What follows belongs to an exercise in optimizing a design on an open flow for small area, a short achievable clock period and few clock cycles; a production flow would make more cautious choices. At most, simulation tests tie the RTL to the original design; equivalence was not proved. Only the layout flow was run in run 5; the RTL was not checked for function there. Power and IR drop assume default switching activity.

`flow/run.sh`:
```
#!/bin/bash
set -e
bash standard.sh finish \
  SETUP_SLACK_MARGIN=6.8 \
  "BUFFER_PORTS_ARGS=-buffer_cell sky130_fd_sc_hd__buf_1" > standard.log 2>&1
```
`standard.sh`:
```
#!/bin/bash
# synth_recipe.tcl (not shown) runs the flow's synth.tcl, then flattens the netlist and writes it again
# the make line also repeats each setting of config.mk as NAME=value (left out here)
make -C /OpenROAD-flow-scripts/flow DESIGN_CONFIG=/design/flow/config.mk WORK_HOME=/design/flow/orfs CLKGATE_MAP_FILE= SYNTH_SCRIPT=/design/flow/synth_recipe.tcl "${@:-finish}"
```
`config.mk`:
```
export PLATFORM = sky130hd
export DESIGN_NAME = m3pcs_can_core
export DESIGN_NICKNAME = m3pcs_can_core
export VERILOG_FILES = /design/flow/design.v
export SDC_FILE = /design/flow/constraint.sdc
export NUM_CORES = 4
export LEC_CHECK = 0
export CAP_MARGIN = 20
export CORE_MARGIN = 2
export CORE_UTILIZATION = 60
export CTS_CLUSTER_DIAMETER = 100
export CTS_CLUSTER_SIZE = 24
export PLACE_DENSITY = 0.75
export SLEW_MARGIN = 20
export SYNTH_HIERARCHICAL = 1
export SYNTH_MINIMUM_KEEP_SIZE = 0
```
`constraint.sdc`:
```
create_clock -name core_clock -period 10.0 [get_ports {clk}]
set_input_delay 2.0000 -clock core_clock [delete_from_list [all_inputs] [get_ports {clk}]]
set_output_delay 2.0000 -clock core_clock [all_outputs]
set_load 0.01 [all_outputs]
```
`design.v`:
```
module pcs_rxq (
    input  wire clk,
    input  wire rst,
    input  wire enq_valid,      
    input  wire drain,          
    output wire ready           
);
    reg [4:0] cnt;
    reg       rdy;
    wire      acc;              
    assign ready = rdy;
    assign acc   = enq_valid & rdy;
    always @(posedge clk) begin
        if (rst) begin
            cnt <= 5'd0;
            rdy <= 1'b1;
        end else if (drain) begin
            cnt <= {4'd0, acc};
            rdy <= 1'b1;
        end else if (acc) begin
            cnt <= cnt + 5'd1;
            rdy <= (cnt != 5'd19);
        end
    end
endmodule
module pcs_dec (
    input  wire        clk,
    input  wire        rst,
    input  wire        enq_valid,    
    input  wire        enq_ready,    
    input  wire [10:0] ent_id,
    input  wire [63:0] ent_data,
    input  wire        drain,        
    output reg  [7:0]  vm_mode,
    output reg  [15:0] vm_vbus,
    output reg  [15:0] vm_vset,
    output reg  [15:0] vm_pmax,
    output reg  [3:0]  vm_ilim_code,
    output reg  [4:0]  vm_ilim_a,
    output reg         vm_en,
    output reg  [13:0] acv_raw,
    output reg  [9:0]  aci_raw,
    output reg  [11:0] dcdc_i_raw,
    output reg  [11:0] hvv_raw,
    output reg  [9:0]  lvv_raw,
    output reg  [63:0] alertm_raw,
    output wire [63:0] alertl_raw
);
    reg [7:0]  p_mode;
    reg [15:0] p_vbus, p_vset, p_pmax;
    reg [3:0]  p_ilim;
    reg        p_en;
    reg [13:0] p_acv;
    reg [9:0]  p_aci;
    reg [11:0] p_dcdci, p_hvv;
    reg [9:0]  p_lvv;
    reg [63:0] p_alm;
    reg [63:8] p_all;
    reg [63:8] all_hi;
    assign alertl_raw = {all_hi, 8'h00};
    wire id_vm, id_ac, id_dc, id_alm, id_all;
    pcs_idm u_idm (
        .valid(enq_valid), .ready(enq_ready), .id(ent_id), .b0(ent_data[7:0]),
        .vm(id_vm), .ac(id_ac), .dc(id_dc), .alm(id_alm), .all(id_all)
    );
    wire [3:0] en_code = ent_data[59:56];
    always @(posedge clk) begin
        if (rst) begin
            p_mode <= 8'd0;
            p_en   <= 1'b0;
        end else if (id_vm) begin
            p_mode <= ent_data[7:0];
            if (en_code == 4'hA)
                p_en <= 1'b1;
            else if (en_code == 4'hC)
                p_en <= 1'b0;
        end
    end
    always @(posedge clk) begin
        if (id_vm) begin
            p_vbus <= ent_data[23:8];
            p_vset <= ent_data[39:24];
            p_pmax <= ent_data[55:40];
            p_ilim <= ent_data[63:60];
        end
        if (id_ac) begin
            p_acv <= ent_data[13:0];
            p_aci <= ent_data[23:14];
        end
        if (id_dc) begin
            p_dcdci <= ent_data[11:0];
            p_hvv   <= ent_data[23:12];
            p_lvv   <= ent_data[33:24];
        end
        if (id_alm)
            p_alm <= ent_data;
        if (id_all)
            p_all <= ent_data[63:8];
    end
    always @(posedge clk) begin
        if (rst) begin
            vm_mode <= 8'd0;
            vm_en   <= 1'b0;
        end else if (drain) begin
            vm_mode <= p_mode;
            vm_en   <= p_en;
        end
    end
    always @(posedge clk) begin
        if (drain) begin
            vm_vbus      <= p_vbus;
            vm_vset      <= p_vset;
            vm_pmax      <= p_pmax;
            vm_ilim_code <= p_ilim;
            vm_ilim_a    <= {1'b0, p_ilim} + 5'd1;
            acv_raw      <= p_acv;
            aci_raw      <= p_aci;
            dcdc_i_raw   <= p_dcdci;
            hvv_raw      <= p_hvv;
            lvv_raw      <= p_lvv;
            alertm_raw   <= p_alm;
            all_hi       <= p_all;
        end
    end
endmodule
module pcs_idm (
    input  wire        valid,
    input  wire        ready,
    input  wire [10:0] id,
    input  wire [7:0]  b0,
    output wire        vm,
    output wire        ac,
    output wire        dc,
    output wire        alm,
    output wire        all
);
    wire acc = valid && ready;
    assign vm  = acc && (id == 11'h10A);
    assign ac  = acc && (id == 11'h201);
    assign dc  = acc && (id == 11'h202);
    assign alm = acc && (id == 11'h204);
    assign all = acc && (id == 11'h205) && (b0 == 8'h00);
endmodule
module pcs_enc (
    input  wire [3:0]  row,
    input  wire [1:0]  alt_flags,      
    input  wire [3:0]  ctr,
    input  wire [3:0]  in_opcode,
    input  wire [15:0] in_vtgt_raw,
    input  wire [15:0] in_pwr_w,
    input  wire        in_chg_active,
    output reg  [10:0] f_id,
    output reg  [3:0]  f_len,
    output reg  [63:0] f_data
);
    wire [3:0] cks_hi = ctr + 4'd6;
    always @(*) begin
        f_id = 11'h000; f_len = 4'd0; f_data = 64'd0;
        case (row)
            4'd0:  begin f_id = 11'h401; f_len = 4'd8;
                         f_data = {48'h665544332211, in_vtgt_raw[15:8], in_vtgt_raw[7:4], in_opcode}; end
            4'd1:  begin f_id = 11'h402; f_len = 4'd3;
                         f_data = {40'd0, 7'd0, in_chg_active, in_pwr_w}; end
            4'd2:  begin f_id = 11'h403; f_len = 4'd8; f_data = 64'hC7C6C5C4C3C2C1C0; end
            4'd3:  begin f_id = 11'h411; f_len = 4'd8;
                         f_data = {cks_hi, 4'hC, ctr, 4'h7, 48'h605040302010}; end
            4'd4:  begin f_id = 11'h421; f_len = 4'd8;
                         f_data = alt_flags[0] ? 64'hB7B6B5B4B3B2B1B0 : 64'hA7A6A5A4A3A2A1A0; end
            4'd5:  begin f_id = 11'h422; f_len = 4'd8; f_data = 64'h0000000000000022; end
            4'd6:  begin f_id = 11'h423; f_len = 4'd8; f_data = 64'hCB695A4B3C2D1E0F; end
            4'd7:  begin f_id = 11'h424; f_len = 4'd8; f_data = 64'h0807060504030201; end
            4'd8:  begin f_id = 11'h425; f_len = 4'd6; f_data = 64'h0000252525252525; end
            4'd9:  begin f_id = 11'h426; f_len = 4'd8;
                         f_data = alt_flags[1] ? 64'hA5A5A5A5A5A5A5A5 : 64'h5A5A5A5A5A5A5A5A; end
            4'd10: begin f_id = 11'h427; f_len = 4'd2; f_data = 64'h0000000000007227; end
            4'd11: begin f_id = 11'h428; f_len = 4'd8; f_data = 64'hFFFFFFFFFFFFFFFF; end
            4'd12: begin f_id = 11'h429; f_len = 4'd0; f_data = 64'h0000000000000000; end
            4'd13: begin f_id = 11'h42A; f_len = 4'd8; f_data = 64'h000000000000002A; end
            4'd14: begin f_id = 11'h42B; f_len = 4'd4; f_data = 64'h00000000EFBEADDE; end
            default: ;
        endcase
    end
endmodule
module m3pcs_can_core (
    input  wire        clk,
    input  wire        rst,
    input  wire        rx_valid,
    input  wire [10:0] rx_id,
    input  wire [3:0]  rx_len,
    input  wire [63:0] rx_data,
    output wire        rx_ready,
    input  wire        cmd_valid,
    input  wire [1:0]  cmd_op,        
    output wire        cmd_ready,
    input  wire        cad_en,
    input  wire [3:0]  in_opcode,
    input  wire [15:0] in_vtgt_raw,
    input  wire [15:0] in_pwr_w,
    input  wire        in_chg_active,
    output wire        tx_valid,
    output reg  [10:0] tx_id,
    output reg  [3:0]  tx_len,
    output reg  [63:0] tx_data,
    input  wire        tx_ready,
    output wire [7:0]  vm_mode,
    output wire [15:0] vm_vbus,
    output wire [15:0] vm_vset,
    output wire [15:0] vm_pmax,
    output wire [3:0]  vm_ilim_code,
    output wire [4:0]  vm_ilim_a,
    output wire        vm_en,
    output wire [13:0] acv_raw,
    output wire [9:0]  aci_raw,
    output wire [11:0] dcdc_i_raw,
    output wire [11:0] hvv_raw,
    output wire [9:0]  lvv_raw,
    output wire [63:0] alertm_raw,
    output wire [63:0] alertl_raw
);
    localparam OP_DRAIN  = 2'd0;
    localparam OP_TICK1  = 2'd1;
    localparam OP_TICK50 = 2'd2;
    reg        tx_vld;           
    reg        idle;             
    reg [3:0]  row;              
    reg [3:0]  tk_one, tk_ten;   
    reg [1:0]  alt;
    reg [3:0]  ctr;
    assign tx_valid  = tx_vld;
    assign cmd_ready = idle;
    wire fire    = cmd_valid && idle;
    wire f_drain;
    pcs_cmdd u_cmdd (.valid(cmd_valid), .idle(idle), .op(cmd_op), .drain(f_drain));
    wire f_t1    = fire && (cmd_op == OP_TICK1);
    pcs_rxq u_rxq (
        .clk(clk), .rst(rst),
        .enq_valid(rx_valid), .drain(f_drain),
        .ready(rx_ready)
    );
    pcs_dec u_dec (
        .clk(clk), .rst(rst),
        .enq_valid(rx_valid), .enq_ready(rx_ready), .ent_id(rx_id), .ent_data(rx_data), .drain(f_drain),
        .vm_mode(vm_mode), .vm_vbus(vm_vbus), .vm_vset(vm_vset), .vm_pmax(vm_pmax),
        .vm_ilim_code(vm_ilim_code), .vm_ilim_a(vm_ilim_a), .vm_en(vm_en),
        .acv_raw(acv_raw), .aci_raw(aci_raw), .dcdc_i_raw(dcdc_i_raw),
        .hvv_raw(hvv_raw), .lvv_raw(lvv_raw),
        .alertm_raw(alertm_raw), .alertl_raw(alertl_raw)
    );
    wire       t1_five  = (tk_one == 4'd5);
    wire       t1_any   = t1_five || (tk_one == 4'd0 && tk_ten < 4'd5);
    wire [3:0] t1_first = t1_five         ? 4'd0
                        : (tk_ten == 4'd0) ? 4'd4
                        : (tk_ten == 4'd1) ? 4'd7
                        : (tk_ten == 4'd2) ? 4'd9
                        : (tk_ten == 4'd3) ? 4'd11 : 4'd13;
    wire       sends    = cad_en && ((cmd_op == OP_TICK1 && t1_any) || cmd_op == OP_TICK50);
    wire       last     = (row == 4'd2) || (row == 4'd3) || (row == 4'd6) || (row == 4'd8) ||
                          (row == 4'd10) || (row == 4'd12) || (row == 4'd14);
    wire       taken = tx_vld && tx_ready;
    wire [3:0] nrow  = tx_vld ? (tx_ready ? row + 4'd1 : row)
                              : (cmd_op[1] ? 4'd3 : t1_first);
    wire [10:0] f_id;
    wire [3:0]  f_len;
    wire [63:0] f_data;
    pcs_enc u_enc (
        .row(nrow), .alt_flags(alt), .ctr(ctr),
        .in_opcode(in_opcode), .in_vtgt_raw(in_vtgt_raw),
        .in_pwr_w(in_pwr_w), .in_chg_active(in_chg_active),
        .f_id(f_id), .f_len(f_len), .f_data(f_data)
    );
    always @(posedge clk) begin
        row     <= nrow;
        tx_id   <= f_id;
        tx_len  <= f_len;
        tx_data <= f_data;
    end
    always @(posedge clk) begin
        if (rst) begin
            tx_vld <= 1'b0;
            idle   <= 1'b1;
            tk_one <= 4'd0;
            tk_ten <= 4'd0;
            alt    <= 2'b00;
            ctr    <= 4'd0;
        end else begin
            if (!tx_vld) begin
                tx_vld <= fire && sends;
                idle   <= !(fire && sends);
            end else if (tx_ready) begin
                tx_vld <= !last;
                idle   <= last;
            end
            if (f_t1) begin
                if (!cad_en) begin
                    tk_one <= 4'd0;
                    tk_ten <= 4'd0;
                end else if (tk_one == 4'd9) begin
                    tk_one <= 4'd0;
                    tk_ten <= (tk_ten == 4'd9) ? 4'd0 : tk_ten + 4'd1;
                end else begin
                    tk_one <= tk_one + 4'd1;
                end
            end
            if (taken && row == 4'd4)
                alt[0] <= ~alt[0];
            if (taken && row == 4'd9)
                alt[1] <= ~alt[1];
            if (taken && row == 4'd3)
                ctr <= ctr + 4'd1;
        end
    end
endmodule
module pcs_cmdd (
    input  wire       valid,
    input  wire       idle,
    input  wire [1:0] op,
    output wire       drain
);
    assign drain = valid && idle && (op == 2'd0);
endmodule
```
==> run notes, run 1 <==
* biggest area contributors in the synthesized netlist: edfxtp_1 72%, dfxtp_1 13%, mux2i_1 1.3%
* Crit Path Max Fanout: 22
* Register-to-Register Setup Slack: 7.54 ns
* overall die height: 184 um
* initial core utilization: 61.2%
* post-synthesis async set-or-reset flop share: 0%
* die extent in x: 184 um
* Ys Warns: 10
* share of the yosys chip area belonging to registers: 84.6%
* Clock Path Buffers: 3
* cell type with the highest aggregate area in the netlist: edfxtp_1
* largest net degree at the start of global routing: 91
* final global-route overflow total: 0
* achievable clock frequency: 309 MHz
* final max-slew violation count: 0
* Post-synth EDFFs: 465
* vias in the first global route: 9765
* core area: 31700 um^2
* data arrival at the endpoint of the critical path: 3.51 ns
* number of top-level pins: 458
* path type of the worst min-delay path: reg -> reg
* flops & latches, synth: 588
* cell total after placement: 1864
* vias per inst: 5.38
* Max Cap Viol: 0
* Placer Congestion: 0.872
* pwr/cell area: 184 nW/um^2
* RSZ-0062 raised after global routing: yes
* count of TritonRoute iterations in the first routing pass: 5
* predominant post-synthesis flop cell: edfxtp_1
* wire length reported by the detailed router: 41.7 mm
* Required @ worst endpoint: 10.27 ns
* Row Count: 65
* number of cells produced by synthesis: 1050
* endpoint kind of the worst setup timing path: flop
* signed area change from the synthesized netlist to the final layout: 18.9%
* Port Buffers: 441
* skew final: 0.0165 ns
* die area: 33800 um^2
* Wirelength per Cell: 21.5 um
* CTS sink cnt: 588
* initial antenna violation count: 3
* buffer type at the clock tree root: clkbuf_16
* FF-to-FF Start: tk_one[1]$_SDFFE_PP0P_
* DP HPWL: 26.7 mm
* final cycle utilization of the critical path: 32.4%
* overall routing resource usage: 23.7%
* leading cell type in the layout, fill and taps excluded: edfxtp_1
* kind of critical path: in -> reg
* count of distinct cell types in the synthesized netlist: 78
* post-route minimum period: 3.24 ns
* count of routing violations after the opening detailed-route iteration: 896
* H-tree level count: 1
* peak supply drop: 0.115 mV
* clock network latency to the later pin of the worst-skew pair: 0.57 ns
* Post-CTS Hold Buffers: 0
* average cell area after synthesis: 18.5 um^2
* clock slew seen by the registers of the worst setup and hold paths: 0.10 ns
* number of buffers added by the clock tree synthesis step: 28
* share of cells above drive strength 1: 10.3%
* top library cells by usage in the layout, fill and taps aside: 465 x edfxtp_1, 431 x buf_1, 121 x dfxtp_1
* Setup TNS Final: 0 ns
* startpoint class of the critical path: primary input
* number of antenna-violating nets in the routed design: 0
* terminus of the critical flop-to-flop path: tx_data[10]$_DFF_P_
* final number of hold-violating endpoints: 0
* first-pass GRT wire length: 59.5 mm
* total standard cell area after synthesis: 19400 um^2
* fin nets: 1652
* CP Launch Point: rx_id[4]
* Post-route DRC: 0
* number of setup violations in the final report: 0
* top cell type's share of synthesized area: 71.9%
* number of vias in the routed layout: 10459
* TritonCTS clock tree: yes
* Leakage Power: 7.64 nW
* filler-free cell count of the finished design: 1943
* CP endpoint: u_dec.p_ilim[0]$_DFFE_PP_
* depth of the worst register-to-register path: 10
* run status: finished clean
-- Yosys cell counts (4+ instances only) --
cell type and n:
edfxtp_1 465, dfxtp_1 123, nand2b_1 14, inv_1 13
and2b_1 4, a21o_1 5, xor2_1 6, clkbuf_1 6
nand3_1 11, ha_1 11, nor2_1 44, o21ai_2 4
buf_2 14, inv_2 6, o211ai_1 8, buf_6 7
and2_1 5, o21ai_1 18, nor3_1 6, a22oi_1 4
xnor2_1 14, nand4_1 5, mux2_1 4, buf_4 25
a21oi_1 38, mux2i_1 25, nand2_1 62, o21ai_0 24
-- how the worst min path moves through the flow --
| stage | startpoint | endpoint | cells after the start |
|---|---|---|---|
| finish | u_dec.p_all[48]$_DFFE_PP_ | u_dec.all_hi[48]$_DFFE_PP_ | 0 |
| global route | u_dec.p_alm[37]$_DFFE_PP_ | u_dec.alertm_raw[37]$_DFFE_PP_ | 0 |
| CTS | u_dec.p_dcdci[2]$_DFFE_PP_ | u_dec.dcdc_i_raw[2]$_DFFE_PP_ | 0 |
| detailed placement | u_dec.p_acv[12]$_DFFE_PP_ | u_dec.acv_raw[12]$_DFFE_PP_ | 0 |
| global placement | u_dec.p_dcdci[8]$_DFFE_PP_ | u_dec.dcdc_i_raw[8]$_DFFE_PP_ | 0 |
| floorplan | u_dec.p_aci[0]$_DFFE_PP_ | u_dec.aci_raw[0]$_DFFE_PP_ | 0 |
-- through the flow --
step / total power, mW / setup WS [ns] / util [%] / hold WS (ns) / area, um^2
3_3_place_gp: 3.03 / 4.84 / 67.9 / 0.400 / 21600
2_1_floorplan: 2.93 / 5.08 / - / 0.400 / 19700
3_5_place_dp: 3.03 / 5.20 / 68.0 / 0.405 / 21600
4_1_cts: 4.25 / 6.72 / 71.9 / 0.421 / 22800
6_report: 4.24 / 6.76 / 72.8 / 0.418 / 23100
5_1_grt: 4.38 / 6.71 / 72.8 / 0.428 / 23100
-- area by class of cell --
| cell class | instances | area (um^2) |
|---|---|---|
| flip-flops and latches | 588 | 16400 |
| multi-input cells | 401 | 2860 |
| clock inverters | 1 | 16.3 |
| repair buffers | 479 | 2390 |
| clock buffers | 51 | 808 |
| diodes | 2 | 5.00 |
| well taps | 402 | 503 |
| fillers | 1957 | 8640 |
| inverters | 19 | 76.3 |
-- critical path: stages --
cell       delay [ns]
buf_6            0.09
nor4_4           0.35
nand4_1          0.23
nor3_4           0.20
buf_12           0.15
buf_16           0.14
bufbuf_16        0.33
-- cells by family after synthesis --
| logic type | count (synthesis) | synth area share, % |
|---|---|---|
| other cells | 2 | 0.0387 |
| buf+inv | 71 | 2.22 |
| compound gates | 129 | 4.19 |
| flops | 588 | 84.6 |
| simple gates | 198 | 5.71 |
| mux | 30 | 1.58 |
| xor+xnor | 21 | 0.986 |
| fa+ha+maj | 11 | 0.709 |
-- Yosys stat by module, one instance, submodules excluded --
module	cells inside	area, um^2	flip-flops and latches	copies in the design
pcs_enc	257	1570	0	1
pcs_idm	15	130	0	1
pcs_rxq	29	251	6	1
pcs_dec	541	14800	483	1
m3pcs_can_core	207	2700	99	1
pcs_cmdd	1	12.5	0	1
-- flip-flops by register name, indices dropped and copies added, names as in the netlist, 56 cells and up --
name and flops:
tx_data 64, u_dec.p_all 56, u_dec.alertm_raw 64, u_dec.p_alm 64, u_dec.all_hi 56
-- routing by layer --
| layer | routed length (um) | vias to the layer above | track usage (%) |
|---|---|---|---|
| li1 | - | 4832 | - |
| met3 | 3450 | 59 | 4.38 |
| met2 | 21500 | 479 | 42.3 |
| met1 | 15900 | 5087 | 30.4 |
| met4 | 886 | 2 | 5.50 |
| met5 | 13 | - | 0 |
-- power breakdown --
part           switching, mW  total [mW]  internal, mW
sequential            0.0230        2.71          2.69
clock                  0.688        1.24         0.551
combinational          0.191       0.290        0.0992
-- what timing repair did --
action	in CTS	in global routing
gates cloned	7	4
resized for setup	40	24
buffers inserted	6	8
setup endpoints to repair	338	149
pin swaps	3	5
Testbench counts, summed over its fixed seeds: cycles 5,661.
==> run 2: changes to the inputs <==
==> flow/run.sh (replaced) <==
#!/bin/bash
set -e
bash standard.sh finish \
  SETUP_SLACK_MARGIN=6.9 \
  "BUFFER_PORTS_ARGS=-buffer_cell sky130_fd_sc_hd__buf_1" > standard.log 2>&1
==> run 2 against run 1 <==
Effect of this change:
- non-clock buffer count up 27
- routed wire length up 2.7%
- sequential share of layout area down 2.2 points
- final cell count up 1.3%
- sequential power about the same
- maximum frequency up 1.1%
- core utilization up 2.4 points
- combinational power up 12%
- critical endpoint is now u_dec.p_en$_SDFFE_PP0P_
- largest cell class unchanged
- highest routed layer is now met4
==> run notes, run 2 <==
* run status: finished clean
* data arrival at the endpoint of the critical path: 3.71 ns, +0.20 ns
* critical-path cell list: buf_6, nor4_4, nand4_1, nor3_4, buf_12, buf_16, nor4bb_4, o21ai_2, a21oi_2
* wire length reported by the detailed router: 42.8 mm, +2.7%
* cell total after placement: 1863, -0.054%
* die area: 33800 um^2, unchanged
* overall routing resource usage: 23.9%, +0.16 points
* leading cell type in the layout, fill and taps excluded: edfxtp_1
* Crit Path Max Fanout: 6, -73%
* post-synthesis async set-or-reset flop share: 0%, unchanged
* die extent in x: 184 um, unchanged
* count of distinct cell types in the synthesized netlist: 78, unchanged
* endpoint kind of the worst setup timing path: flop
* biggest cell delay along the critical path: 0.33 ns, -0.02 ns
* Max Cap Viol: 0, unchanged
* number of vias in the routed layout: 10605, +1.4%
* final cycle utilization of the critical path: 32.0%, -0.34 points
* Wirelength per Cell: 21.8 um, +1.3%
* vias in the first global route: 10092, +3.3%
* path type of the worst min-delay path: reg -> reg
* startpoint class of the critical path: primary input
* top cell type's share of synthesized area: 71.9%, unchanged
* final max-slew violation count: 0, unchanged
* Clock Path Buffers: 3, unchanged
* Filler Cells Inserted: 1839, -6.0%
* top library cells by usage in the layout, fill and taps aside: 465 x edfxtp_1, 175 x buf_1, 145 x clkbuf_2
* final number of hold-violating endpoints: 0, unchanged
* number of setup violations in the final report: 0, unchanged
* switching share of total power: 21.3%, about the same
* flops & latches, synth: 588, unchanged
* simple-gate share of the synthesized area: 5.71%, unchanged
* Buffers & Inverters on Critical Path: 3, -1
* synthesized-area fraction occupied by adder cells: 0.709%, unchanged
* RSZ-0062 raised after global routing: yes
* cell type with the highest aggregate area in the netlist: edfxtp_1
* achievable clock frequency: 312 MHz, +1.1%
* vias per inst: 5.39, about the same
* CTS sink cnt: 588, unchanged
* Top delay family on crit path: simple AND/OR/NAND/NOR gates
* biggest area contributors in the synthesized netlist: edfxtp_1 72%, dfxtp_1 13%, mux2i_1 1.3%
* leading post-synthesis cells by instance count: 465 x edfxtp_1, 123 x dfxtp_1, 62 x nand2_1
* fraction of the mapped netlist area in compound gates: 4.19%, unchanged
* relative contribution of sequential cells to total power: 63.4%, -0.5 points
* fin nets: 1679, +1.6%
* Port Buffers: 441, unchanged
* Ys Warns: 10, unchanged
* number of buffers added by the clock tree synthesis step: 28, unchanged
* internal power summed over all cells: 3.37 mW, +0.81%
* peak supply drop: 0.139 mV, +21%
* skew final: 0.0243 ns, +0.00781 ns
* clock share of power: 29.0%, -0.2 points
* overall die height: 184 um, unchanged
* number of antenna-violating nets in the routed design: 0, unchanged
* number of cells produced by synthesis: 1050, unchanged
* Setup TNS Final: 0 ns, unchanged
* count of TritonRoute iterations in the first routing pass: 8, +3
* most frequent cell after synthesis: edfxtp_1
* worst hold slack after final layout: 0.416 ns, -0.00183 ns
* largest net degree at the start of global routing: 64, -30%
* first-pass GRT wire length: 59.8 mm, +0.53%
* post-route minimum period: 3.20 ns, -0.0342 ns
* share of cells above drive strength 1: 29.5%, +19 points
* clock network latency to the later pin of the worst-skew pair: 0.58 ns, about the same
* Required @ worst endpoint: 10.51 ns, +0.24 ns
* switching power of the nets: 0.910 mW, +0.93%
* signed area change from the synthesized netlist to the final layout: 22.7%
* Placer Congestion: 0.864, -0.96%
* buffer type at the clock tree root: clkbuf_16
* count of routing violations after the opening detailed-route iteration: 903, +0.78%
* area share of xor/xnor cells in the synthesized design: 0.986%, unchanged
* combinational family with the most area after synthesis: simple AND/OR/NAND/NOR gates
* largest registers ranked by flip-flop count: tx_data (64), u_dec.alertm_raw (64), u_dec.p_alm (64)
* core area: 31700 um^2, unchanged
* Leakage Power: 8.60 nW, +13%
* average cell area after synthesis: 18.5 um^2, unchanged
* Post-synth EDFFs: 465, unchanged
* fraction of synthesized area in multiplexers: 1.58%, unchanged
* Row Count: 65, unchanged
* H-tree level count: 1, unchanged
* kind of critical path: in -> reg
* initial antenna violation count: 1, -2
* clock slew seen by the registers of the worst setup and hold paths: 0.09 ns, about the same
* share of the yosys chip area belonging to registers: 84.6%, unchanged
* pwr/cell area: 179 nW/um^2, -2.4%
* initial core utilization: 61.2%, unchanged
* crit path max-delay cell type: nor4_4
* TritonCTS clock tree: yes
* predominant post-synthesis flop cell: edfxtp_1
* share of power burned in combinational logic: 7.6%, +0.8 points
* total standard cell area after synthesis: 19400 um^2, unchanged
* filler-free cell count of the finished design: 1969, +1.3%
* final global-route overflow total: 0, unchanged
* DP HPWL: 26.4 mm, -1.1%
* number of top-level pins: 458, unchanged
* Post-route DRC: 0, unchanged
run 2: final timing paths:
kind | from | endpoint | slack, ns | cells after the start
min reg2reg | u_dec.p_acv[11]$_DFFE_PP_ | u_dec.acv_raw[11]$_DFFE_PP_ | 0.42 | 0
max reg2reg | tk_one[1]$_SDFFE_PP0P_ | tx_data[4]$_DFF_P_ | 7.58 | 10
max | rx_id[10] | u_dec.p_en$_SDFFE_PP0P_ | 6.80 | 9
min | u_dec.p_acv[11]$_DFFE_PP_ | u_dec.acv_raw[11]$_DFFE_PP_ | 0.42 | 0
run 2: modules after synthesis (local to each module, per instance):
module	area [um^2]	copies in the design	flip-flops and latches
pcs_dec	14800	1	483
m3pcs_can_core	2700	1	99
pcs_enc	1570	1	0
pcs_rxq	251	1	6
pcs_idm	130	1	0
pcs_cmdd	12.5	1	0
run 2: what timing repair did:
item	CTS	global route
resized for setup	177	192
cloned	11	4
hold buffers	0	0
pin swaps	5	21
endpoints found under the setup margin	705	503
buffers inserted	11	27
run 2: kinds of logic (layout without fill, tap and decap cells):
group,after synthesis,count (layout)
compound gates,129,129
xor+xnor,21,21
fa+ha+maj,11,11
buf+inv,71,577
flops,588,588
mux,30,30
other cells,2,13
simple gates,198,198
run 2: stage by stage:
step	worst slack, ns	utilization, %	power, mW	instance area, um^2
after global routing	6.73	75.2	4.41	23800
after CTS	6.82	73.3	4.28	23200
after detailed placement	5.50	68.1	3.04	21600
final	6.80	75.2	4.28	23800
after floorplan	5.08	-	2.94	19700
after global placement	5.56	68.1	3.03	21600
run 2: per-layer routing:
metal | routed length (um) | global-route usage, % | share of wire (%) | vias to the layer above
li1 | - | - | - | 4885
met2 | 22300 | 42.6 | 52 | 488
met4 | 1260 | 7.55 | 2.9 | 0
met3 | 3120 | 4.32 | 7.3 | 83
met5 | 0 | 0 | 0 | -
met1 | 16200 | 29.7 | 38 | 5149
run 2: cell type report:
cell class	count	area (um^2)	share of cell area, %
diodes	1	2.50	0.0105
clock buffers	51	808	3.39
clock inverters	1	16.3	0.0682
inverters	19	78.8	0.331
multi-input cells	401	2910	12.2
flip-flops and latches	588	16400	69.0
well taps	402	503	2.11
repair buffers	506	3070	12.9
run 2: power by group through the flow:
stage	clock network, mW	logic [mW]	registers, mW
6_report	1.24	0.325	2.71
5_1_grt	1.35	0.348	2.72
4_1_cts	1.26	0.305	2.71
3_5_place_dp	0	0.269	2.77
3_3_place_gp	0	0.264	2.77
2_1_floorplan	0	0.136	2.80
==> run 3: changes to the inputs <==
--- a/config.mk
+++ b/config.mk
@@ -16 +16,2 @@
 export SYNTH_MINIMUM_KEEP_SIZE = 0
+export TNS_END_PERCENT = 1
==> run 3 against run 2 <==
Effect of this change:
- still clean
- via count is 2.5% lower
- maximum frequency down 0.56%
- clock power barely moved
- area after synthesis is the same
- worst setup slack got worse by 0.018 ns
- sequential power about the same
- critical path depth rose by 3
- register-to-register slack worse by 0.09 ns
- design area fell by 4.6%
- non-clock buffer count down 33
- count of clock-buffer cells in the layout is 1 lower
- synthesized cell count is the same
- largest cell class unchanged
- largest power group unchanged
==> run notes, run 3 <==
* run status: finished clean
* count of distinct cell types in the synthesized netlist: 78, unchanged
* data arrival at the endpoint of the critical path: 3.73 ns, +0.02 ns
* number of vias in the routed layout: 10345, -2.5%
* cell type with the highest aggregate area in the netlist: edfxtp_1
* Ys Warns: 10, unchanged
* DP HPWL: 26.0 mm, -1.4%
* buffer type at the clock tree root: clkbuf_16
* TritonCTS clock tree: yes
* fin nets: 1648, -1.8%
* Wirelength per Cell: 21.0 um, -3.4%
* top library cells by usage in the layout, fill and taps aside: 465 x edfxtp_1, 437 x buf_1, 120 x dfxtp_1
* share of the yosys chip area belonging to registers: 84.6%, unchanged
* clock slew seen by the registers of the worst setup and hold paths: 0.09 ns, about the same
* wire length reported by the detailed router: 40.7 mm, -5.0%
* final cycle utilization of the critical path: 32.2%, +0.18 points
* achievable clock frequency: 311 MHz, -0.56%
* first-pass GRT wire length: 57.2 mm, -4.5%
* placed cell area: 21400 um^2, -0.82%
* number of setup violations in the final report: 0, unchanged
* vias per inst: 5.34, -0.84%
* leading post-synthesis cells by instance count: 465 x edfxtp_1, 123 x dfxtp_1, 62 x nand2_1
* die extent in x: 184 um, unchanged
* Required @ worst endpoint: 10.51 ns, about the same
* count of TritonRoute iterations in the first routing pass: 5, -3
* cell depth of the worst min-delay path: 0, unchanged
* overall die height: 184 um, unchanged
* final number of hold-violating endpoints: 0, unchanged
* skew final: 0.0263 ns, +0.00203 ns
* H-tree level count: 1, unchanged
* initial core utilization: 61.2%, unchanged
* final cell area excluding filler cells: 22700 um^2, -4.6%
* total standard cell area after synthesis: 19400 um^2, unchanged
* Row Count: 65, unchanged
* count of routing violations after the opening detailed-route iteration: 962, +6.5%
* endpoint kind of the worst setup timing path: flop
* number of antenna-violating nets in the routed design: 0, unchanged
* Post-route DRC: 0, unchanged
* Worst slew margin: 51.4%
* number of top-level pins: 458, unchanged
* RSZ-0062 raised after global routing: yes
* average cell area after synthesis: 18.5 um^2, unchanged
* peak supply drop: 0.135 mV, -2.8%
* clock network latency to the later pin of the worst-skew pair: 0.57 ns, about the same
* flops & latches, synth: 588, unchanged
* setup slack after layout: 6.78 ns, -0.0180 ns
* Post-synth EDFFs: 465, unchanged
* post-route minimum period: 3.22 ns, +0.0180 ns
* share of cells above drive strength 1: 8.34%, -21 points
* leading cell type in the layout, fill and taps excluded: edfxtp_1
* largest net degree at the start of global routing: 83, +30%
* predominant post-synthesis flop cell: edfxtp_1
* depth of the worst register-to-register path: 10, unchanged
* overall routing resource usage: 22.7%, -1.2 points
* Crit Path Max Fanout: 10, +4
* most frequent cell after synthesis: edfxtp_1
* Port Buffers: 441, unchanged
* path type of the worst min-delay path: reg -> reg
* Leakage Power: 7.46 nW, -13%
* top cell type's share of synthesized area: 71.9%, unchanged
* biggest area contributors in the synthesized netlist: edfxtp_1 72%, dfxtp_1 13%, mux2i_1 1.3%
* filler-free cell count of the finished design: 1937, -1.6%
* Filler Cells Inserted: 2003, +8.9%
* vias in the first global route: 9691, -4.0%
* final max-slew violation count: 0, unchanged
* initial antenna violation count: 2, +1
* number of cells produced by synthesis: 1050, unchanged
* pwr/cell area: 186 nW/um^2, +3.6%
* largest registers ranked by flip-flop count: tx_data (64), u_dec.alertm_raw (64), u_dec.p_alm (64)
* final global-route overflow total: 0, unchanged
* die area: 33800 um^2, unchanged
* number of buffers added by the clock tree synthesis step: 28, unchanged
* cell total after placement: 1864, +0.054%
* Setup TNS Final: 0 ns, unchanged
* kind of critical path: in -> reg
* Placer Congestion: 0.890, +3.0%
* Max Cap Viol: 0, unchanged
* core area: 31700 um^2, unchanged
* CTS sink cnt: 588, unchanged
* slew at the pin with the worst max-slew slack: 0.729 ns
* post-synthesis async set-or-reset flop share: 0%, unchanged
* worst-case setup slack after placement: 5.03 ns, -0.473 ns
* startpoint class of the critical path: primary input
* signed area change from the synthesized netlist to the final layout: 17.1%
* Clock Path Buffers: 3, unchanged
run 3: cell types whose count changed in the layout (fill, tap and decap cells not counted), moves of 11 or more:
cell	previous run	this run
o21ai_0	11	23
buf_6	16	3
buf_4	35	14
clkbuf_2	145	3
buf_1	175	437
o21ai_1	29	18
buf_2	106	1
run 3: repair_timing:
item | CTS | global route
resized for setup | 22 | 41
endpoints found under the setup margin | 668 | 674
gates cloned | 3 | 6
buffers inserted | 3 | 9
hold buffers | 0 | 0
pin swaps | 2 | 8
run 3: final timing paths:
kind / from / to / slack (ns)
worst max-delay path: cmd_op[1] / tx_data[55]$_DFF_P_ / 6.78
worst max register to register: tk_one[1]$_SDFFE_PP0P_ / tx_data[12]$_DFF_P_ / 7.49
worst min register to register: u_dec.p_alm[13]$_DFFE_PP_ / u_dec.alertm_raw[13]$_DFFE_PP_ / 0.42
worst min-delay path: u_dec.p_alm[13]$_DFFE_PP_ / u_dec.alertm_raw[13]$_DFFE_PP_ / 0.42
run 3: final cells by class:
type / instances / area [um^2] / share of cell area [%]
Tap cell: 402 / 503 / 2.21
Sequential cell: 588 / 16400 / 72.3
Inverter: 19 / 73.8 / 0.325
Antenna cell: 1 / 2.50 / 0.0110
Timing Repair Buffer: 473 / 2140 / 9.41
Multi-Input combinational cell: 403 / 2760 / 12.2
Clock buffer: 50 / 805 / 3.54
Clock inverter: 1 / 16.3 / 0.0715
run 3: per-layer routing:
metal	share of wire, %	up-vias	track usage [%]
li1	-	4812	-
met1	38	4979	28.1
met2	51	488	39.8
met3	8.7	66	5.51
met4	2.8	0	6.88
met5	0	-	0
run 3: per-stage QoR:
stage / total power [mW] / utilization (%) / hold WS (ns)
6_report: 4.23 / 71.7 / 0.420
5_1_grt: 4.37 / 71.7 / 0.429
4_1_cts: 4.23 / 70.7 / 0.421
3_5_place_dp: 3.02 / 67.6 / 0.405
3_3_place_gp: 3.02 / 67.6 / 0.400
2_1_floorplan: 2.92 / - / 0.400
run 3: cell families (layout without fill, tap and decap cells):
logic type               Yosys count  in the layout  synth area share [%]
flip-flops                       588            588                  84.6
AND/OR/NAND/NOR                  198            200                  5.71
AO/OA/AOI/OAI                    129            129                  4.19
buffers and inverters             71            543                  2.22
multiplexers                      30             30                  1.58
XOR/XNOR                          21             21                 0.986
adder cells (fa/ha/maj)           11             11                 0.709
other                              2             13                0.0387
run 3: worst max-delay path, stage by stage:
cell and delay [ns]:
buf_2 0.21, nor2_4 0.07, nand2_2 0.11, a21oi_2 0.05, a21o_2 0.25, buf_12 0.14, clkbuf_16 0.16, nor2_4 0.24
nand3_2 0.14, inv_2 0.11, nand2_1 0.12, nand3_1 0.11
run 3: where the power goes:
group	internal (mW)	switching, mW
logic	0.0921	0.185
registers	2.69	0.0244
clock network	0.550	0.686
run 3: per-module statistics from Yosys (local to each module, per instance):
| module | flops+latches | area [um^2] | cells inside | copies in the design |
|---|---|---|---|---|
| m3pcs_can_core | 99 | 2700 | 207 | 1 |
| pcs_cmdd | 0 | 12.5 | 1 | 1 |
| pcs_rxq | 6 | 251 | 29 | 1 |
| pcs_idm | 0 | 130 | 15 | 1 |
| pcs_dec | 483 | 14800 | 541 | 1 |
| pcs_enc | 0 | 1570 | 257 | 1 |
==> run 4: changes to the inputs <==
==> flow/run.sh (replaced) <==
#!/bin/bash
set -e
bash standard.sh finish \
  SETUP_SLACK_MARGIN=7.0 \
  "BUFFER_PORTS_ARGS=-buffer_cell sky130_fd_sc_hd__buf_1" > standard.log 2>&1
--- a/config.mk
+++ b/config.mk
@@ -16,2 +16,2 @@
 export SYNTH_MINIMUM_KEEP_SIZE = 0
-export TNS_END_PERCENT = 1
+export TNS_END_PERCENT = 5
==> run 4 against run 3 <==
Effect of this change:
- still clean
- sequential power about the same
- clock skew down 0.013 ns
- power up 0.85%
- via count up 4.6%
- non-clock buffer count up 45
- clock power about the same
- first-iteration DRC count up 25%
- sequential share of layout area down 2.3 points
- routed wire length up 5.6%
- critical endpoint is now alertm_raw[53]
- largest cell class unchanged
==> run notes, run 4 <==
* run status: finished clean
* top cell type's share of synthesized area: 71.9%, unchanged
* signed area change from the synthesized netlist to the final layout: 20.9%
* WL met2: 21.7 mm, +5.5%
* final number of hold-violating endpoints: 0, unchanged
* vias per inst: 5.47, +2.3%
* number of buffers added by the clock tree synthesis step: 28, unchanged
* clock slew seen by the registers of the worst setup and hold paths: 0.09 ns, about the same
* startpoint class of the critical path: flop
* Port Buffers: 441, unchanged
* met1 layer wirelength in the final routing: 15.5 mm, +0.14%
* cell type with the highest aggregate area in the netlist: edfxtp_1
* Worst slew margin: 32.6%, -19 points
* most frequent cell after synthesis: edfxtp_1
* predominant post-synthesis flop cell: edfxtp_1
* Post-synth EDFFs: 465, unchanged
* Filler Cells Inserted: 1868, -6.7%
* Clock Path Buffers: 3, unchanged
* RSZ-0062 raised after global routing: yes
* core area: 31700 um^2, unchanged
* average cell area after synthesis: 18.5 um^2, unchanged
* top library cells by usage in the layout, fill and taps aside: 465 x edfxtp_1, 435 x buf_1, 122 x dfxtp_1
* Buffers & Inverters on Critical Path: 1, -3
* biggest area contributors in the synthesized netlist: edfxtp_1 72%, dfxtp_1 13%, mux2i_1 1.3%
* Placer Congestion: 0.837, -5.9%
* share of cells above drive strength 1: 12.2%, +3.9 points
* final global-route overflow total: 0, unchanged
* Top delay family on crit path: flip-flops
* wire length reported by the detailed router: 43.0 mm, +5.6%
* critical-path cell list: clkbuf_2
* final cycle utilization of the critical path: 32.3%, +0.11 points
* largest net degree at the start of global routing: 78, -6.0%
* total length of routed met3 wires: 4.01 mm, +13%
* clock network latency to the later pin of the worst-skew pair: 0.57 ns, about the same
* crit path max-delay cell type: edfxtp_1
* Max Cap Viol: 0, unchanged
* overall routing resource usage: 22.8%, +0.060 points
* leading post-synthesis cells by instance count: 465 x edfxtp_1, 123 x dfxtp_1, 62 x nand2_1
* peak supply drop: 0.135 mV, +0.42%
* kind of critical path: reg -> out
* placed cell area: 21400 um^2, unchanged
* post-synthesis async set-or-reset flop share: 0%, unchanged
* achievable clock frequency: 310 MHz, -0.33%
* flops & latches, synth: 588, unchanged
* largest registers ranked by flip-flop count: tx_data (64), u_dec.alertm_raw (64), u_dec.p_alm (64)
* Wirelength per Cell: 21.7 um, +3.3%
* final cell area excluding filler cells: 23500 um^2, +3.3%
* TritonCTS clock tree: yes
* DP HPWL: 26.2 mm, +0.64%
* number of cells produced by synthesis: 1050, unchanged
* initial antenna violation count: 1, -1
* number of vias in the routed layout: 10822, +4.6%
* number of antenna-violating nets in the routed design: 0, unchanged
* first-pass GRT wire length: 57.1 mm, about the same
* vias in the first global route: 9654, -0.38%
* biggest cell delay along the critical path: 0.49 ns, +0.24 ns
* Post-CTS Hold Buffers: 0, unchanged
* skew final: 0.0137 ns, -0.0126 ns
* number of antenna cells inserted: 0, -1
* Setup TNS Final: 0 ns, unchanged
* fin nets: 1691, +2.6%
* count of TritonRoute iterations in the first routing pass: 8, +3
* H-tree level count: 1, unchanged
* path type of the worst min-delay path: reg -> reg
* highest routing layer actually used: met5
* Ys Warns: 10, unchanged
* number of setup violations in the final report: 0, unchanged
* count of routing violations after the opening detailed-route iteration: 1199, +25%
* Crit Path Max Fanout: 1, -9
* data arrival at the endpoint of the critical path: 1.23 ns, -2.50 ns
* die extent in x: 184 um, unchanged
* slew at the pin with the worst max-slew slack: 1.01 ns, +0.283 ns
* die area: 33800 um^2, unchanged
* number of top-level pins: 458, unchanged
* Post-route DRC: 0, unchanged
* share of the yosys chip area belonging to registers: 84.6%, unchanged
* leading cell type in the layout, fill and taps excluded: edfxtp_1
* Leakage Power: 7.83 nW, +5.0%
* initial core utilization: 61.2%, unchanged
* total standard cell area after synthesis: 19400 um^2, unchanged
* endpoint kind of the worst setup timing path: output port
* buffer type at the clock tree root: clkbuf_16
* Required @ worst endpoint: 8.00 ns, -2.51 ns
* final max-slew violation count: 0, unchanged
* CTS sink cnt: 588, unchanged
* pwr/cell area: 182 nW/um^2, -2.4%
* Row Count: 65, unchanged
* post-route minimum period: 3.23 ns, +0.0105 ns
* count of distinct cell types in the synthesized netlist: 78, unchanged
* overall die height: 184 um, unchanged
[run 4: final cells by class]
cell class,count,area [um^2],area share (%)
Inverter,19,76.3,0.325
Tap cell,402,503,2.14
Clock buffer,51,808,3.44
Timing Repair Buffer,518,2740,11.6
Sequential cell,588,16400,70.0
Clock inverter,1,16.3,0.0693
Multi-Input combinational cell,401,2910,12.4
[run 4: where the power goes]
part           internal [mW]  switching [mW]  total, mW
clock network          0.552           0.677       1.23
logic                  0.117           0.203      0.320
registers               2.69          0.0258       2.72
total                   3.36           0.906       4.26
[run 4: cell families (layout without fill, tap and decap cells)]
family                     count (synthesis)  count (layout)  share of synthesized area (%)
AOI/OAI and AO/OA                        129             129                           4.19
xor gates and xnor gates                  21              21                          0.986
muxes                                     30              30                           1.58
and+or+nand+nor                          198             198                           5.71
adders and majority gates                 11              11                          0.709
buffers and inverters                     71             589                           2.22
DFF                                      588             588                           84.6
other                                      2              12                         0.0387
[run 4: repair_timing]
item / 4_1_cts / 5_1_grt
resized for setup: 35 / 83
endpoints found under the setup margin: 878 / 836
buffers inserted: 8 / 40
cloned: 5 / 11
pin swaps: 3 / 27
[run 4: final timing paths]
| path | start | end | slack [ns] | cells after the start |
|---|---|---|---|---|
| setup / recovery | u_dec.alertm_raw[53]$_DFFE_PP_ | alertm_raw[53] | 6.77 | 1 |
| hold / removal | u_dec.p_vbus[5]$_DFFE_PP_ | u_dec.vm_vbus[5]$_DFFE_PP_ | 0.41 | 0 |
| hold reg to reg | u_dec.p_vbus[5]$_DFFE_PP_ | u_dec.vm_vbus[5]$_DFFE_PP_ | 0.41 | 0 |
| setup reg to reg | tk_one[1]$_SDFFE_PP0P_ | tx_data[51]$_DFF_P_ | 7.59 | 10 |
[run 4: metrics by stage]
step           worst slack (ns)  power (mW)  cells  utilization, %  hold WS (ns)
4_1_cts                    6.74        4.24   1929            71.3         0.420
5_1_grt                    6.70        4.39   1980            74.0         0.427
3_3_place_gp               5.27        3.02   1864            67.6         0.400
3_5_place_dp               5.22        3.02   1864            67.6         0.405
6_report                   6.77        4.26   1980            74.0         0.413
2_1_floorplan              5.08        2.92   1060               -         0.400
[run 4: routing by layer]
layer | global-route usage, % | vias up
met5 | 0 | -
met1 | 28.4 | 5177
met4 | 7.94 | 2
met2 | 39.8 | 619
li1 | - | 4897
met3 | 4.68 | 127
[run 4: Yosys stat by module (local to each module, per instance)]
module	cells inside	flops+latches	area [um^2]
pcs_dec	541	483	14800
m3pcs_can_core	207	99	2700
pcs_cmdd	1	0	12.5
pcs_enc	257	0	1570
pcs_rxq	29	6	251
pcs_idm	15	0	130
==> run 5: changes to the inputs <==
--- a/design.v
+++ b/design.v
@@ -60,8 +60,12 @@
     assign alertl_raw = {all_hi, 8'h00};
-    wire id_vm, id_ac, id_dc, id_alm, id_all;
-    pcs_idm u_idm (
-        .valid(enq_valid), .ready(enq_ready), .id(ent_id), .b0(ent_data[7:0]),
-        .vm(id_vm), .ac(id_ac), .dc(id_dc), .alm(id_alm), .all(id_all)
-    );
+    wire vm_a, vm_b, id_ac, id_dc, alm_a, alm_b, all_a, all_b;
     wire [3:0] en_code = ent_data[59:56];
+    pcs_idm_vm  u_vm_a  (.valid(enq_valid), .ready(enq_ready), .id(ent_id), .en(vm_a));
+    pcs_idm_vm  u_vm_b  (.valid(enq_valid), .ready(enq_ready), .id(ent_id), .en(vm_b));
+    pcs_idm_ac  u_ac    (.valid(enq_valid), .ready(enq_ready), .id(ent_id), .en(id_ac));
+    pcs_idm_dc  u_dc    (.valid(enq_valid), .ready(enq_ready), .id(ent_id), .en(id_dc));
+    pcs_idm_alm u_alm_a (.valid(enq_valid), .ready(enq_ready), .id(ent_id), .en(alm_a));
+    pcs_idm_alm u_alm_b (.valid(enq_valid), .ready(enq_ready), .id(ent_id), .en(alm_b));
+    pcs_idm_all u_all_a (.valid(enq_valid), .ready(enq_ready), .id(ent_id), .b0(ent_data[7:0]), .en(all_a));
+    pcs_idm_all u_all_b (.valid(enq_valid), .ready(enq_ready), .id(ent_id), .b0(ent_data[7:0]), .en(all_b));
     always @(posedge clk) begin
@@ -70,3 +74,3 @@
             p_en   <= 1'b0;
-        end else if (id_vm) begin
+        end else if (vm_a) begin
             p_mode <= ent_data[7:0];
@@ -79,7 +83,9 @@
     always @(posedge clk) begin
-        if (id_vm) begin
+        if (vm_a) begin
             p_vbus <= ent_data[23:8];
+            p_ilim <= ent_data[63:60];
+        end
+        if (vm_b) begin
             p_vset <= ent_data[39:24];
             p_pmax <= ent_data[55:40];
-            p_ilim <= ent_data[63:60];
         end
@@ -94,6 +100,10 @@
         end
-        if (id_alm)
-            p_alm <= ent_data;
-        if (id_all)
-            p_all <= ent_data[63:8];
+        if (alm_a)
+            p_alm[31:0] <= ent_data[31:0];
+        if (alm_b)
+            p_alm[63:32] <= ent_data[63:32];
+        if (all_a)
+            p_all[35:8] <= ent_data[35:8];
+        if (all_b)
+            p_all[63:36] <= ent_data[63:36];
     end
@@ -125,3 +135,35 @@
 endmodule
-module pcs_idm (
+module pcs_idm_vm (
+    input  wire        valid,
+    input  wire        ready,
+    input  wire [10:0] id,
+    output wire        en
+);
+    assign en = valid && ready && (id == 11'h10A);
+endmodule
+module pcs_idm_ac (
+    input  wire        valid,
+    input  wire        ready,
+    input  wire [10:0] id,
+    output wire        en
+);
+    assign en = valid && ready && (id == 11'h201);
+endmodule
+module pcs_idm_dc (
+    input  wire        valid,
+    input  wire        ready,
+    input  wire [10:0] id,
+    output wire        en
+);
+    assign en = valid && ready && (id == 11'h202);
+endmodule
+module pcs_idm_alm (
+    input  wire        valid,
+    input  wire        ready,
+    input  wire [10:0] id,
+    output wire        en
+);
+    assign en = valid && ready && (id == 11'h204);
+endmodule
+module pcs_idm_all (
     input  wire        valid,
@@ -130,14 +172,5 @@
     input  wire [7:0]  b0,
-    output wire        vm,
-    output wire        ac,
-    output wire        dc,
-    output wire        alm,
-    output wire        all
+    output wire        en
 );
-    wire acc = valid && ready;
-    assign vm  = acc && (id == 11'h10A);
-    assign ac  = acc && (id == 11'h201);
-    assign dc  = acc && (id == 11'h202);
-    assign alm = acc && (id == 11'h204);
-    assign all = acc && (id == 11'h205) && (b0 == 8'h00);
+    assign en = valid && ready && (id == 11'h205) && (b0 == 8'h00);
 endmodule
==> flow/run.sh (replaced) <==
#!/bin/bash
set -e
bash standard.sh finish \
  SETUP_SLACK_MARGIN=6.8 \
  "BUFFER_PORTS_ARGS=-buffer_cell sky130_fd_sc_hd__buf_1" > standard.log 2>&1
--- a/config.mk
+++ b/config.mk
@@ -16,2 +16 @@
 export SYNTH_MINIMUM_KEEP_SIZE = 0
-export TNS_END_PERCENT = 5
==> run 5 against run 4 <==
Effect of this change:
- still clean
- core utilization decreased by 1.9 points
- clock power about the same
- sequential power about the same
- flip-flop and latch count unchanged
- register-to-register slack got worse by 0.03 ns
- count of clock-buffer cells in the layout decreased by 1
- worst hold slack improved by 0.0086 ns
- die area increased by 1.3%
==> run notes, run 5 <==
* startpoint class of the critical path: primary input
* wire length reported by the detailed router: 43.0 mm, about the same
* depth of the worst register-to-register path: 10, unchanged
* kind of critical path: in -> reg
* Setup TNS Final: 0 ns, unchanged
* Crit Path Max Fanout: 15, +14
* peak supply drop: 0.171 mV, +26%
* worst-case setup slack after placement: 5.42 ns, +0.205 ns
* H-tree level count: 1, unchanged
* run status: finished clean
* DP HPWL: 27.8 mm, +6.3%
* number of vias in the routed layout: 10865, +0.40%
* most frequent cell after synthesis: edfxtp_1
* switching power of the nets: 0.905 mW, about the same
* flops & latches, synth: 588, unchanged
* placed cell area: 21900 um^2, +2.1%
* number of top-level pins: 458, unchanged
* number of cells produced by synthesis: 1083, +3.1%
* switching share of total power: 21.3%, +0.035 points
* post-layout power: 4.25 mW, -0.23%
* Row Count: 66, +1.5%
* biggest area contributors in the synthesized netlist: edfxtp_1 71%, dfxtp_1 13%, nand2_1 1.3%
* worst hold slack after final layout: 0.422 ns, +0.00865 ns
* clock share of power: 28.9%, about the same
* fin nets: 1700, +0.53%
* average cell area after synthesis: 18.2 um^2, -1.8%
* final max-slew violation count: 0, unchanged
* Wirelength per Cell: 21.2 um, -2.5%
* core area: 32500 um^2, +2.3%
* share of power burned in combinational logic: 7.3%, -0.2 points
* clock slew seen by the registers of the worst setup and hold paths: 0.09 ns, about the same
* Ys Warns: 10, unchanged
* leading cell type in the layout, fill and taps excluded: edfxtp_1
* Max Cap Viol: 0, unchanged
* largest net degree at the start of global routing: 73, -6.4%
* Placer Congestion: 0.877, +4.7%
* Required @ worst endpoint: 10.20 ns, +2.20 ns
* slew at the pin with the worst max-slew slack: 0.805 ns, -0.206 ns
* predominant post-synthesis flop cell: edfxtp_1
* Clock Path Buffers: 3, unchanged
* post-synthesis async set-or-reset flop share: 0%, unchanged
* count of routing violations after the opening detailed-route iteration: 858, -28%
* setup slack after layout: 6.76 ns, -0.0142 ns
* pwr/cell area: 182 nW/um^2, +0.12%
* largest registers ranked by flip-flop count: tx_data (64), u_dec.alertm_raw (64), u_dec.p_alm (64)
* overall die height: 185 um, +0.64%
* initial antenna violation count: 3, +2
* filler-free cell count of the finished design: 2032, +2.6%
* final global-route overflow total: 0, unchanged
* critical-path cell list: buf_2, nor4b_2, and4_2
* total standard cell area after synthesis: 19700 um^2, +1.3%
* CTS sink cnt: 588, unchanged
* top library cells by usage in the layout, fill and taps aside: 465 x edfxtp_1, 427 x buf_1, 120 x dfxtp_1
* number of antenna-violating nets in the routed design: 0, unchanged
* Post-synth EDFFs: 465, unchanged
* biggest cell delay along the critical path: 0.71 ns, +0.22 ns
* final cell area excluding filler cells: 23400 um^2, -0.35%
* Port Buffers: 441, unchanged
* Worst slew margin: 46.3%, +14 points
* final number of hold-violating endpoints: 0, unchanged
* internal power summed over all cells: 3.35 mW, -0.27%
* relative contribution of sequential cells to total power: 63.8%, about the same
* RSZ-0062 raised after global routing: yes
* count of TritonRoute iterations in the first routing pass: 6, -2
* TritonCTS clock tree: yes
* leading post-synthesis cells by instance count: 465 x edfxtp_1, 123 x dfxtp_1, 67 x nand2_1
* die extent in x: 185 um, +0.64%
* achievable clock frequency: 308 MHz, -0.44%
* final cycle utilization of the critical path: 32.4%, +0.14 points
* cell type with the highest aggregate area in the netlist: edfxtp_1
* endpoint kind of the worst setup timing path: flop
* top cell type's share of synthesized area: 71.0%, -0.92 points
* initial core utilization: 60.6%, -0.61 points
* share of the yosys chip area belonging to registers: 83.5%, -1.1 points
* signed area change from the synthesized netlist to the final layout: 18.9%
* vias in the first global route: 10014, +3.7%
* Post-CTS Hold Buffers: 0, unchanged
* path type of the worst min-delay path: reg -> reg
* Post-route DRC: 0, unchanged
* cell total after placement: 1936, +3.9%
* skew final: 0.0175 ns, +0.00378 ns
* Layout Utilization: 72.1%, -1.9 points
* post-route minimum period: 3.24 ns, +0.0142 ns
* vias per inst: 5.35, -2.2%
* cell depth of the worst min-delay path: 0, unchanged
* clock network latency to the later pin of the worst-skew pair: 0.56 ns, about the same
* data arrival at the endpoint of the critical path: 3.45 ns, +2.22 ns
* number of buffers added by the clock tree synthesis step: 28, unchanged
* first-pass GRT wire length: 60.3 mm, +5.6%
* number of setup violations in the final report: 0, unchanged
* crit path max-delay cell type: and4_2
* buffer type at the clock tree root: clkbuf_16
* overall routing resource usage: 23.8%, +1.0 points
* Leakage Power: 7.74 nW, -1.1%
* count of distinct cell types in the synthesized netlist: 79, +1.3%
* share of cells above drive strength 1: 11.8%, -0.44 points
* die area: 34300 um^2, +1.3%
run 5: Yosys stat by module (local to each module, per instance):
module	area, um^2	copies in the design
pcs_rxq	251	1
pcs_dec	14800	1
m3pcs_can_core	2700	1
pcs_idm_all	67.6	2
pcs_cmdd	12.5	1
pcs_idm_alm	36.3	2
pcs_idm_dc	42.5	1
pcs_idm_vm	45.0	2
pcs_enc	1570	1
pcs_idm_ac	42.5	1
run 5: cell families after synthesis:
logic type,Yosys count,synth area share (%)
compound gates,129,4.13
xor+xnor,21,0.973
fa+ha+maj,11,0.700
buf+inv,71,2.19
flops,588,83.5
mux,30,1.56
other cells,2,0.0382
simple gates,231,6.92
run 5: path summary, 6_finish.rpt:
kind | startpoint | end | slack, ns
setup / recovery | rx_id[7] | u_dec.p_vbus[11]$_DFFE_PP_ | 6.76
hold / removal | u_dec.p_lvv[5]$_DFFE_PP_ | u_dec.lvv_raw[5]$_DFFE_PP_ | 0.42
setup reg to reg | tk_one[1]$_SDFFE_PP0P_ | tx_data[10]$_DFF_P_ | 7.56
hold reg to reg | u_dec.p_lvv[5]$_DFFE_PP_ | u_dec.lvv_raw[5]$_DFFE_PP_ | 0.42
run 5: critical path: cells and delay by family:
kind / cells / cell delay (ns)
simple gates: 2 / 1.27
buf+inv: 1 / 0.16
run 5: cell type report:
type | instances | area [um^2]
sequential | 588 | 16400
inverter | 19 | 78.8
fill | 2032 | 9050
timing repair buffer | 491 | 2340
multi-input combinational | 437 | 3160
clock inverter | 1 | 16.3
antenna | 4 | 10.0
tap | 442 | 553
clock buffer | 50 | 805
run 5: routing by layer:
metal	part of all wire (%)	GRT usage [%]
met4	3.4	7.65
met2	50	40.8
met3	9.5	5.98
met5	0.030	0
met1	37	29.8
run 5: power by group through the flow:
stage,clock network (mW),registers (mW),logic (mW)
floorplan,0,2.80,0.134
global placement,0,2.77,0.267
detailed placement,0,2.77,0.271
CTS,1.26,2.71,0.292
global route,1.33,2.72,0.336
finish,1.23,2.71,0.312
run 5: repair_timing:
action | CTS | global route
endpoints found under the setup margin | 318 | 151
gates cloned | 6 | 4
resized for setup | 42 | 18
setup buffers | 5 | 26
pin swaps | 3 | 12

-- re-timing with driven ports --
The results above use ideal ports. As a check the final layouts listed here were re-extracted and re-timed, cells and wires unchanged. Step 1: set_driving_cell puts a clkbuf_16 on clk and a buf_2 on each other input, an assumption about the parent block. Step 2, shift: input delay + t, output delay - t, t = (earliest + latest rising clock arrival at the registers) / 2. This alone moves slack from input paths to output paths. a / b / c = ideal ports / drivers / drivers and shift; a / b = the first two.
run	t (ns)	slack for setup (ns)	worst setup path after step 2	slew at the worst register clock pin (ns)	worst slew at a driven data input, ns
run 1	0.615	6.765 / 6.754 / 6.171	input to register	0.10 / 0.10	0.10
run 2	0.617	6.799 / 6.806 / 6.194	input to register	0.11 / 0.11	0.09
run 3	0.607	6.781 / 6.786 / 6.185	input to register	0.10 / 0.10	0.09
run 4	0.607	6.770 / 6.726 / 6.189	input to register	0.10 / 0.10	0.07
run 5	0.599	6.756 / 6.764 / 6.165	input to register	0.10 / 0.10	0.10
After both steps every run listed still meets setup and hold. The setup slack of run 2, which loses most, moves by +0.007 ns with the drivers and by -0.605 ns with both steps.
